This design comes from an exercise in tuning for small area, a short achievable clock period and few clock cycles on the open sky130 flow, not from production work. Only simulation tests tie the RTL to the original design; equivalence was not proved. Power is estimated from default activity; no workload was simulated.

==> build 46 <==
==> flow/design.v <==
module sig_engine (
    input  wire         clk,
    input  wire         rst,        
    input  wire         start,
    input  wire [511:0] key,        
    input  wire [6:0]   keylen,     
    input  wire [15:0]  len,        
    input  wire         in_valid,
    input  wire [7:0]   in_data,
    output wire         in_ready,
    output wire         done,
    output wire         err,
    output wire [255:0] mac,
    output wire [15:0]  crc
);
    localparam integer FW = 3;             
    localparam integer NF = 1 << FW;
    localparam [1:0] B_KI = 2'd0,          
                     B_M  = 2'd1,          
                     B_KO = 2'd2,          
                     B_OU = 2'd3;          
    localparam [255:0] IV = {32'h6a09e667, 32'hbb67ae85, 32'h3c6ef372, 32'ha54ff53a,
                             32'h510e527f, 32'h9b05688c, 32'h1f83d9ab, 32'h5be0cd19};
    function [31:0] rotr(input [31:0] x, input integer n);
        rotr = (x >> n) | (x << (32 - n));
    endfunction
    function [31:0] kconst(input [5:0] i);
        case (i)
            6'd0:  kconst = 32'h428a2f98; 6'd1:  kconst = 32'h71374491;
            6'd2:  kconst = 32'hb5c0fbcf; 6'd3:  kconst = 32'he9b5dba5;
            6'd4:  kconst = 32'h3956c25b; 6'd5:  kconst = 32'h59f111f1;
            6'd6:  kconst = 32'h923f82a4; 6'd7:  kconst = 32'hab1c5ed5;
            6'd8:  kconst = 32'hd807aa98; 6'd9:  kconst = 32'h12835b01;
            6'd10: kconst = 32'h243185be; 6'd11: kconst = 32'h550c7dc3;
            6'd12: kconst = 32'h72be5d74; 6'd13: kconst = 32'h80deb1fe;
            6'd14: kconst = 32'h9bdc06a7; 6'd15: kconst = 32'hc19bf174;
            6'd16: kconst = 32'he49b69c1; 6'd17: kconst = 32'hefbe4786;
            6'd18: kconst = 32'h0fc19dc6; 6'd19: kconst = 32'h240ca1cc;
            6'd20: kconst = 32'h2de92c6f; 6'd21: kconst = 32'h4a7484aa;
            6'd22: kconst = 32'h5cb0a9dc; 6'd23: kconst = 32'h76f988da;
            6'd24: kconst = 32'h983e5152; 6'd25: kconst = 32'ha831c66d;
            6'd26: kconst = 32'hb00327c8; 6'd27: kconst = 32'hbf597fc7;
            6'd28: kconst = 32'hc6e00bf3; 6'd29: kconst = 32'hd5a79147;
            6'd30: kconst = 32'h06ca6351; 6'd31: kconst = 32'h14292967;
            6'd32: kconst = 32'h27b70a85; 6'd33: kconst = 32'h2e1b2138;
            6'd34: kconst = 32'h4d2c6dfc; 6'd35: kconst = 32'h53380d13;
            6'd36: kconst = 32'h650a7354; 6'd37: kconst = 32'h766a0abb;
            6'd38: kconst = 32'h81c2c92e; 6'd39: kconst = 32'h92722c85;
            6'd40: kconst = 32'ha2bfe8a1; 6'd41: kconst = 32'ha81a664b;
            6'd42: kconst = 32'hc24b8b70; 6'd43: kconst = 32'hc76c51a3;
            6'd44: kconst = 32'hd192e819; 6'd45: kconst = 32'hd6990624;
            6'd46: kconst = 32'hf40e3585; 6'd47: kconst = 32'h106aa070;
            6'd48: kconst = 32'h19a4c116; 6'd49: kconst = 32'h1e376c08;
            6'd50: kconst = 32'h2748774c; 6'd51: kconst = 32'h34b0bcb5;
            6'd52: kconst = 32'h391c0cb3; 6'd53: kconst = 32'h4ed8aa4a;
            6'd54: kconst = 32'h5b9cca4f; 6'd55: kconst = 32'h682e6ff3;
            6'd56: kconst = 32'h748f82ee; 6'd57: kconst = 32'h78a5636f;
            6'd58: kconst = 32'h84c87814; 6'd59: kconst = 32'h8cc70208;
            6'd60: kconst = 32'h90befffa; 6'd61: kconst = 32'ha4506ceb;
            6'd62: kconst = 32'hbef9a3f7; default: kconst = 32'hc67178f2;
        endcase
    endfunction
    reg          busy;        
    reg          done_q, err_q;
    reg  [31:0]  H [0:7];
    reg  [31:0]  a, b, c, d, e, f, g, h;
    reg  [31:0]  win [0:15];  
    reg  [31:0]  kw;
    reg          wv;          
    reg          kv;          
    reg  [15:0]  rem;         
    reg  [1:0]   bidx;        
    reg  [23:0]  acc;
    reg          padw;        
    reg  [15:0]  crc_q;
    reg  [3:0]   dwr;         
    reg  [32:0]  fifo [0:NF-1];   
    reg  [FW-1:0] wp, rp;
    reg  [FW:0]  fcnt;
    reg  [1:0]   pt;          
    reg  [5:0]   jp;          
    reg          padp;        
    reg          pfin;        
    reg          pend;        
    reg  [5:0]   jk;
    reg  [1:0]   rt;          
    reg  [5:0]   jr;
    reg          fa;          
    wire        ffull  = fcnt[FW];
    wire        fempty = (fcnt == 0);
    reg         in_ready_q;   
    assign in_ready = in_ready_q;
    wire        take   = in_valid && in_ready_q;
    wire        wr_word = take && (bidx == 2'd3);
    wire        flush  = busy && (rem == 16'd0) && !padw && !ffull;
    wire        wr_dig = (dwr != 4'd0);
    wire        fwr    = wr_word || flush || wr_dig;
    reg  [31:0] flush_word;
    always @(*) begin
        case (bidx)
            2'd0:    flush_word = 32'h80000000;
            2'd1:    flush_word = {acc[7:0], 24'h800000};
            2'd2:    flush_word = {acc[15:0], 16'h8000};
            default: flush_word = {acc[23:0], 8'h80};
        endcase
    end
    wire        dig_a  = (dwr > 4'd4);
    wire [32:0] fwdata = wr_word ? {1'b0, acc, in_data} :
                         flush   ? {1'b1, flush_word} :
                                   {1'b0, dig_a ? H[3] : H[7]};
    reg  [15:0] crc_next;
    integer ci;
    always @(*) begin
        crc_next = crc_q ^ {in_data, 8'h00};
        for (ci = 0; ci < 8; ci = ci + 1)
            crc_next = crc_next[15] ? ((crc_next << 1) ^ 16'h1021) : (crc_next << 1);
    end
    wire [31:0] w1  = win[1];
    wire [31:0] w14 = win[14];
    wire [31:0] s0_w = rotr(w1, 7) ^ rotr(w1, 18) ^ (w1 >> 3);
    wire [31:0] s1_w = rotr(w14, 17) ^ rotr(w14, 19) ^ (w14 >> 10);
    function [63:0] csa(input [31:0] x, input [31:0] y, input [31:0] z);
        csa = {((x & y) | (x & z) | (y & z)) << 1, x ^ y ^ z};
    endfunction
    wire [63:0] sw1 = csa(win[9], win[0], s0_w);
    wire [63:0] sw2 = csa(sw1[31:0], sw1[63:32], s1_w);
    wire [31:0] w_sched = sw2[31:0] + sw2[63:32];
    reg  [31:0] kword;
    integer kb;
    always @(*) begin
        for (kb = 0; kb < 4; kb = kb + 1)
            kword[31 - 8*kb -: 8] = (({jp[3:0], 2'b00} + kb) < keylen) ?
                                    key[{jp[3:0], 2'b00, 3'b000} + 8*kb +: 8] : 8'h00;
    end
    wire [31:0] kpad = (pt == B_KO) ? 32'h5c5c5c5c : 32'h36363636;
    wire [19:0] bitlen = {len + 17'd64, 3'b000};
    wire [FW-1:0] ra  = (pt == B_OU) ? {{(FW-3){1'b0}}, jp[2], ~jp[1:0]} : rp;
    wire [32:0]   fhd = fifo[ra];
    reg  [31:0] src;
    reg         src_ok;
    reg         src_fifo;
    always @(*) begin
        src      = 32'h0;
        src_ok   = 1'b1;
        src_fifo = 1'b0;
        if (jp[5:4] != 2'b00) begin
            src = w_sched;
        end else begin
            case (pt)
                B_KI, B_KO: src = kword ^ kpad;
                B_M: begin
                    if (!padp) begin
                        src      = fhd[31:0];
                        src_ok   = !fempty;
                        src_fifo = 1'b1;
                    end else if (jp[3:0] == 4'd15 && pfin) begin
                        src = {12'h000, bitlen};
                    end
                end
                default: begin
                    if (!jp[3]) begin
                        src      = fhd[31:0];
                        src_ok   = !fempty;
                        src_fifo = 1'b1;
                    end else if (jp[3:0] == 4'd8) begin
                        src = 32'h80000000;
                    end else if (jp[3:0] == 4'd15) begin
                        src = 32'h00000300;
                    end
                end
            endcase
        end
    end
    wire round_fire = kv && !fa;
    wire kw_fire    = wv && (!kv || round_fire);
    wire push_fire  = busy && !pend && src_ok && (!wv || kw_fire);
    wire frd        = push_fire && src_fifo;
    wire [31:0] sum1 = rotr(e, 6) ^ rotr(e, 11) ^ rotr(e, 25);
    wire [31:0] ch   = (e & f) ^ (~e & g);
    wire [31:0] sum0 = rotr(a, 2) ^ rotr(a, 13) ^ rotr(a, 22);
    wire [31:0] maj  = (a & b) ^ (a & c) ^ (b & c);
    wire [63:0] ra1 = csa(h, kw, ch);
    wire [63:0] ra2 = csa(maj, sum0, sum1);
    wire [63:0] ra3 = csa(ra1[31:0], ra1[63:32], ra2[31:0]);
    wire [63:0] ra4 = csa(ra3[31:0], ra3[63:32], ra2[63:32]);
    wire [31:0] a_new = ra4[31:0] + ra4[63:32];
    wire [63:0] re1 = csa(d, h, kw);
    wire [63:0] re2 = csa(re1[31:0], re1[63:32], ch);
    wire [63:0] re3 = csa(re2[31:0], re2[63:32], sum1);
    wire [31:0] e_new = re3[31:0] + re3[63:32];
    wire        ff_iv = (rt == B_KI) || (rt == B_KO);
    reg  [1:0]  ffc;          
    wire [1:0]  ffi   = ~ffc;
    reg  [31:0] iva, ive;
    always @(*) begin
        case (ffi)
            2'd0: begin iva = IV[255:224]; ive = IV[127:96]; end
            2'd1: begin iva = IV[223:192]; ive = IV[95:64];  end
            2'd2: begin iva = IV[191:160]; ive = IV[63:32];  end
            default: begin iva = IV[159:128]; ive = IV[31:0]; end
        endcase
    end
    wire [31:0] suma = (ff_iv ? iva : H[3]) + a;
    wire [31:0] sume = (ff_iv ? ive : H[7]) + e;
    wire        ff_step = fa || (round_fire && jr >= 6'd61);
    wire        last_m = (rt == B_M) && (pt != B_M);
    wire start_ok = start && !busy;
    wire        busy_n = rst ? 1'b0 :
                         start_ok ? (keylen <= 7'd64) :
                         (busy && fa && rt == B_OU) ? 1'b0 : busy;
    wire        remnz_n = start_ok ? (len != 16'd0) :
                          take ? (rem != 16'd1) : (rem != 16'd0);
    wire [1:0]  bidx_n = start_ok ? 2'd0 : flush ? 2'd0 :
                         take ? bidx + 2'd1 : bidx;
    wire        frd_n  = push_fire && src_fifo;
    wire [FW:0] fcnt_n = start_ok ? {(FW+1){1'b0}} :
                         (fwr && !frd_n) ? fcnt + 1'b1 :
                         (!fwr && frd_n) ? fcnt - 1'b1 : fcnt;
    always @(posedge clk)
        in_ready_q <= busy_n && remnz_n && !(bidx_n == 2'd3 && fcnt_n[FW]);
    integer i;
    always @(posedge clk) begin
        if (rst) begin
            busy   <= 1'b0;
            done_q <= 1'b0;
            err_q  <= 1'b0;
        end else begin
            done_q <= 1'b0;
            if (start_ok) begin
                err_q  <= (keylen > 7'd64);
                done_q <= (keylen > 7'd64);
                busy   <= (keylen <= 7'd64);
            end else if (busy && fa && rt == B_OU) begin
                busy   <= 1'b0;
                done_q <= 1'b1;
            end
        end
    end
    always @(posedge clk) begin
        if (start_ok) begin
            rem   <= len;
            bidx  <= 2'd0;
            padw  <= 1'b0;
            crc_q <= 16'hffff;
            dwr   <= 4'd0;
            wp    <= {FW{1'b0}};
            rp    <= {FW{1'b0}};
            fcnt  <= {(FW+1){1'b0}};
            pt    <= B_KI;
            jp    <= 6'd0;
            padp  <= 1'b0;
            pfin  <= 1'b0;
            pend  <= 1'b0;
            jk    <= 6'd0;
            rt    <= B_KI;
            jr    <= 6'd0;
            ffc   <= 2'd0;
            fa    <= 1'b0;
            wv    <= 1'b0;
            kv    <= 1'b0;
            {a, b, c, d, e, f, g, h} <= IV;
        end else begin
            if (take) begin
                rem   <= rem - 16'd1;
                bidx  <= bidx + 2'd1;
                acc   <= {acc[15:0], in_data};
                crc_q <= crc_next;
            end
            if (flush) begin
                padw <= 1'b1;
                bidx <= 2'd0;
            end
            if (wr_dig) begin
                dwr  <= dwr - 4'd1;
            end
            if (fwr) begin
                fifo[wp] <= fwdata;
                wp <= wp + 1'b1;
            end
            if (last_m && fa) begin
                wp <= {FW{1'b0}};
                rp <= {FW{1'b0}};
            end
            if (frd)
                rp <= rp + 1'b1;
            if (fwr && !frd)
                fcnt <= fcnt + 1'b1;
            else if (!fwr && frd)
                fcnt <= fcnt - 1'b1;
            if (push_fire) begin
                for (i = 0; i < 15; i = i + 1)
                    win[i] <= win[i+1];
                win[15] <= src;
                jp <= jp + 6'd1;
                if (pt == B_M && jp[5:4] == 2'b00) begin
                    if (!padp) begin
                        if (fhd[32]) begin
                            padp <= 1'b1;
                            if (jp[3:0] <= 4'd13)
                                pfin <= 1'b1;
                        end
                    end else if (jp[3:0] == 4'd0) begin
                        pfin <= 1'b1;
                    end
                end
                if (jp == 6'd63) begin
                    case (pt)
                        B_KI: pt <= B_M;
                        B_M:  if (pfin) pt <= B_KO;
                        B_KO: pt <= B_OU;
                        default: pend <= 1'b1;
                    endcase
                end
            end
            if (kw_fire) begin
                kw <= kconst(jk) + win[15];
                jk <= jk + 6'd1;
            end
            if (push_fire)
                wv <= 1'b1;
            else if (kw_fire)
                wv <= 1'b0;
            if (kw_fire)
                kv <= 1'b1;
            else if (round_fire)
                kv <= 1'b0;
            if (round_fire) begin
                h <= g; g <= f; f <= e; e <= e_new;
                d <= c; c <= b; b <= a; a <= a_new;
                jr <= jr + 6'd1;
                if (jr == 6'd63)
                    fa <= 1'b1;
            end
            if (ff_step)
                ffc <= ffc + 2'd1;
            if (ff_step || (wr_dig && dig_a)) begin
                H[0] <= suma; H[1] <= H[0]; H[2] <= H[1]; H[3] <= H[2];
            end
            if (ff_step || (wr_dig && !dig_a)) begin
                H[4] <= sume; H[5] <= H[4]; H[6] <= H[5]; H[7] <= H[6];
            end
            if (fa) begin
                fa <= 1'b0;
                if (last_m) begin
                    {a, b, c, d, e, f, g, h} <= IV;
                    dwr <= 4'd8;
                end else begin
                    {a, b, c, d, e, f, g, h} <= {suma, H[0], H[1], H[2], sume, H[4], H[5], H[6]};
                end
                case (rt)
                    B_KI: rt <= B_M;
                    B_M:  if (last_m) rt <= B_KO;
                    B_KO: rt <= B_OU;
                    default: ;
                endcase
            end
        end
    end
    assign done = done_q;
    assign err  = err_q;
    assign mac  = {H[0], H[1], H[2], H[3], H[4], H[5], H[6], H[7]};
    assign crc  = crc_q;
endmodule
==> flow/run.sh <==
#!/bin/bash
# synth_recipe.tcl (not shown) runs the flow's synth.tcl, then flattens the netlist and writes it again
# the make line also repeats each setting of config.mk as NAME=value (left out here)
make -C /OpenROAD-flow-scripts/flow DESIGN_CONFIG=/design/flow/config.mk WORK_HOME=/design/flow/orfs CLKGATE_MAP_FILE= SYNTH_SCRIPT=/design/flow/synth_recipe.tcl finish
==> flow/config.mk <==
export PLATFORM = sky130hd
export DESIGN_NAME = sig_engine
export DESIGN_NICKNAME = sig_engine
export VERILOG_FILES = /design/flow/design.v
export SDC_FILE = /design/flow/constraint.sdc
export NUM_CORES = 4
export LEC_CHECK = 0
export CAP_MARGIN = 20
export CORE_MARGIN = 2
export CORE_UTILIZATION = 60
export PLACE_DENSITY = 0.72
export SETUP_SLACK_MARGIN = 5
export SLEW_MARGIN = 20
==> flow/constraint.sdc <==
create_clock -name core_clock -period 10.0 [get_ports {clk}]
set_input_delay 2.0000 -clock core_clock [delete_from_list [all_inputs] [get_ports {clk}]]
set_output_delay 2.0000 -clock core_clock [all_outputs]
set_load 0.01 [all_outputs]
==> inputs of build 98, as changes to build 46 <==
--- a/flow/design.v
+++ b/flow/design.v
@@ -90,5 +90,5 @@
     wire        fempty = (fcnt == 0);
-    reg         in_ready_q;   
-    assign in_ready = in_ready_q;
-    wire        take   = in_valid && in_ready_q;
+    wire        in_on  = busy && (rem != 16'd0);
+    assign in_ready = in_on && !(bidx == 2'd3 && ffull);
+    wire        take   = in_valid && in_ready;
     wire        wr_word = take && (bidx == 2'd3);
@@ -191,4 +191,3 @@
     wire        ff_iv = (rt == B_KI) || (rt == B_KO);
-    reg  [1:0]  ffc;          
-    wire [1:0]  ffi   = ~ffc;
+    wire [1:0]  ffi   = fa ? 2'd0 : ~jr[1:0] + 2'd1;   
     reg  [31:0] iva, ive;
@@ -207,15 +206,2 @@
     wire start_ok = start && !busy;
-    wire        busy_n = rst ? 1'b0 :
-                         start_ok ? (keylen <= 7'd64) :
-                         (busy && fa && rt == B_OU) ? 1'b0 : busy;
-    wire        remnz_n = start_ok ? (len != 16'd0) :
-                          take ? (rem != 16'd1) : (rem != 16'd0);
-    wire [1:0]  bidx_n = start_ok ? 2'd0 : flush ? 2'd0 :
-                         take ? bidx + 2'd1 : bidx;
-    wire        frd_n  = push_fire && src_fifo;
-    wire [FW:0] fcnt_n = start_ok ? {(FW+1){1'b0}} :
-                         (fwr && !frd_n) ? fcnt + 1'b1 :
-                         (!fwr && frd_n) ? fcnt - 1'b1 : fcnt;
-    always @(posedge clk)
-        in_ready_q <= busy_n && remnz_n && !(bidx_n == 2'd3 && fcnt_n[FW]);
     integer i;
@@ -256,3 +242,2 @@
             jr    <= 6'd0;
-            ffc   <= 2'd0;
             fa    <= 1'b0;
@@ -333,4 +318,2 @@
             end
-            if (ff_step)
-                ffc <= ffc + 2'd1;
             if (ff_step || (wr_dig && dig_a)) begin
--- a/flow/config.mk
+++ b/flow/config.mk
@@ -7,7 +7,8 @@
 export LEC_CHECK = 0
+export ABC_CLOCK_PERIOD_IN_PS = 5000
 export CAP_MARGIN = 20
 export CORE_MARGIN = 2
-export CORE_UTILIZATION = 60
-export PLACE_DENSITY = 0.72
-export SETUP_SLACK_MARGIN = 5
+export CORE_UTILIZATION = 40
+export PLACE_DENSITY = 0.6
+export SETUP_SLACK_MARGIN = 4.5
 export SLEW_MARGIN = 20
==> notes.md <==
Against build 98, the first-iteration DRC count of build 46 is higher by 48%.
In area after synthesis, build 98 and build 46 hardly differ.
Non-clock buffer count: build 46 is higher than build 98 (21).
Of build 98 and build 46, build 98 has the higher design area (gap about 0.7%, measured against build 46).
Between build 98 and build 46, the lower power is in build 98 (gap about 15%, measured against build 46).
Between build 98 and build 46, the lower sequential share of layout area is in build 98 (gap 0.46 points).
In build 46 the register-to-register slack is better than in build 98, by 0.29 ns.
==> figures <==
item	build 98	build 46
Reported sequential group power	0.00897 W	0.00947 W
Min Tclk post-route	5.39 ns	5.09 ns
Max_slew headroom	0.194	0.155
Area of combinational cells with multiple inputs	0.0363 sq mm	0.0367 sq mm
First-pass DRT Iterations	6	18
Result of the run	timing/DRC/antenna clean	timing/DRC/antenna clean
Fraction of synthesized area in multiplexers	0.102	0.104
Number of well taps	2,640	1,755
Transition time of the tightest slew-check pin	1.20 ns	1.26 ns
Final worst path period share	0.539	0.509
Final-layout non-clock buffer area share	0.0935	0.0959
Placed standard-cell area	0.0898 sq mm	0.0887 sq mm
Required @ worst endpoint	10.75 ns	10.70 ns
Setup slack on the worst flop-to-flop path	4.61 ns	4.91 ns
Final instance area	0.0958 sq mm	0.0951 sq mm
LEAKAGE	34.3 nW	35.1 nW
Testbench counts of build 46, summed over its fixed seeds: cycles 49,790.
Testbench counts of build 98, summed over its fixed seeds: cycles 49,790.

==> afterwards: timing with drivers on the ports <==
The flow's constraints put no driver on any port. The routed layouts listed below were extracted and timed again, unchanged, in two steps. Step 1: set_driving_cell puts a clkbuf_16 on clk and a buf_2 on each other input, an assumption about the parent block. Step 2 also shifts input and output timing later by t, the mid clock arrival at the registers, as if the neighbouring blocks saw the same clock. Slacks: ideal ports / drivers / drivers and shift; pairs: ideal ports / drivers.
| run | shift t [ns] | setup slack, ns | worst hold slack (ns) |
|---|---|---|---|
| build 46 | 0.881 | 4.906 / 4.906 / 4.393 | 0.404 / 0.404 / 0.404 |
| build 98 | 0.920 | 4.612 / 4.611 / 4.080 | 0.393 / 0.393 / 0.393 |
After both steps setup and hold are still met in every run listed. For build 98, which loses most, drivers alone change the setup slack by -0.001 ns; drivers and shift together by -0.532 ns.
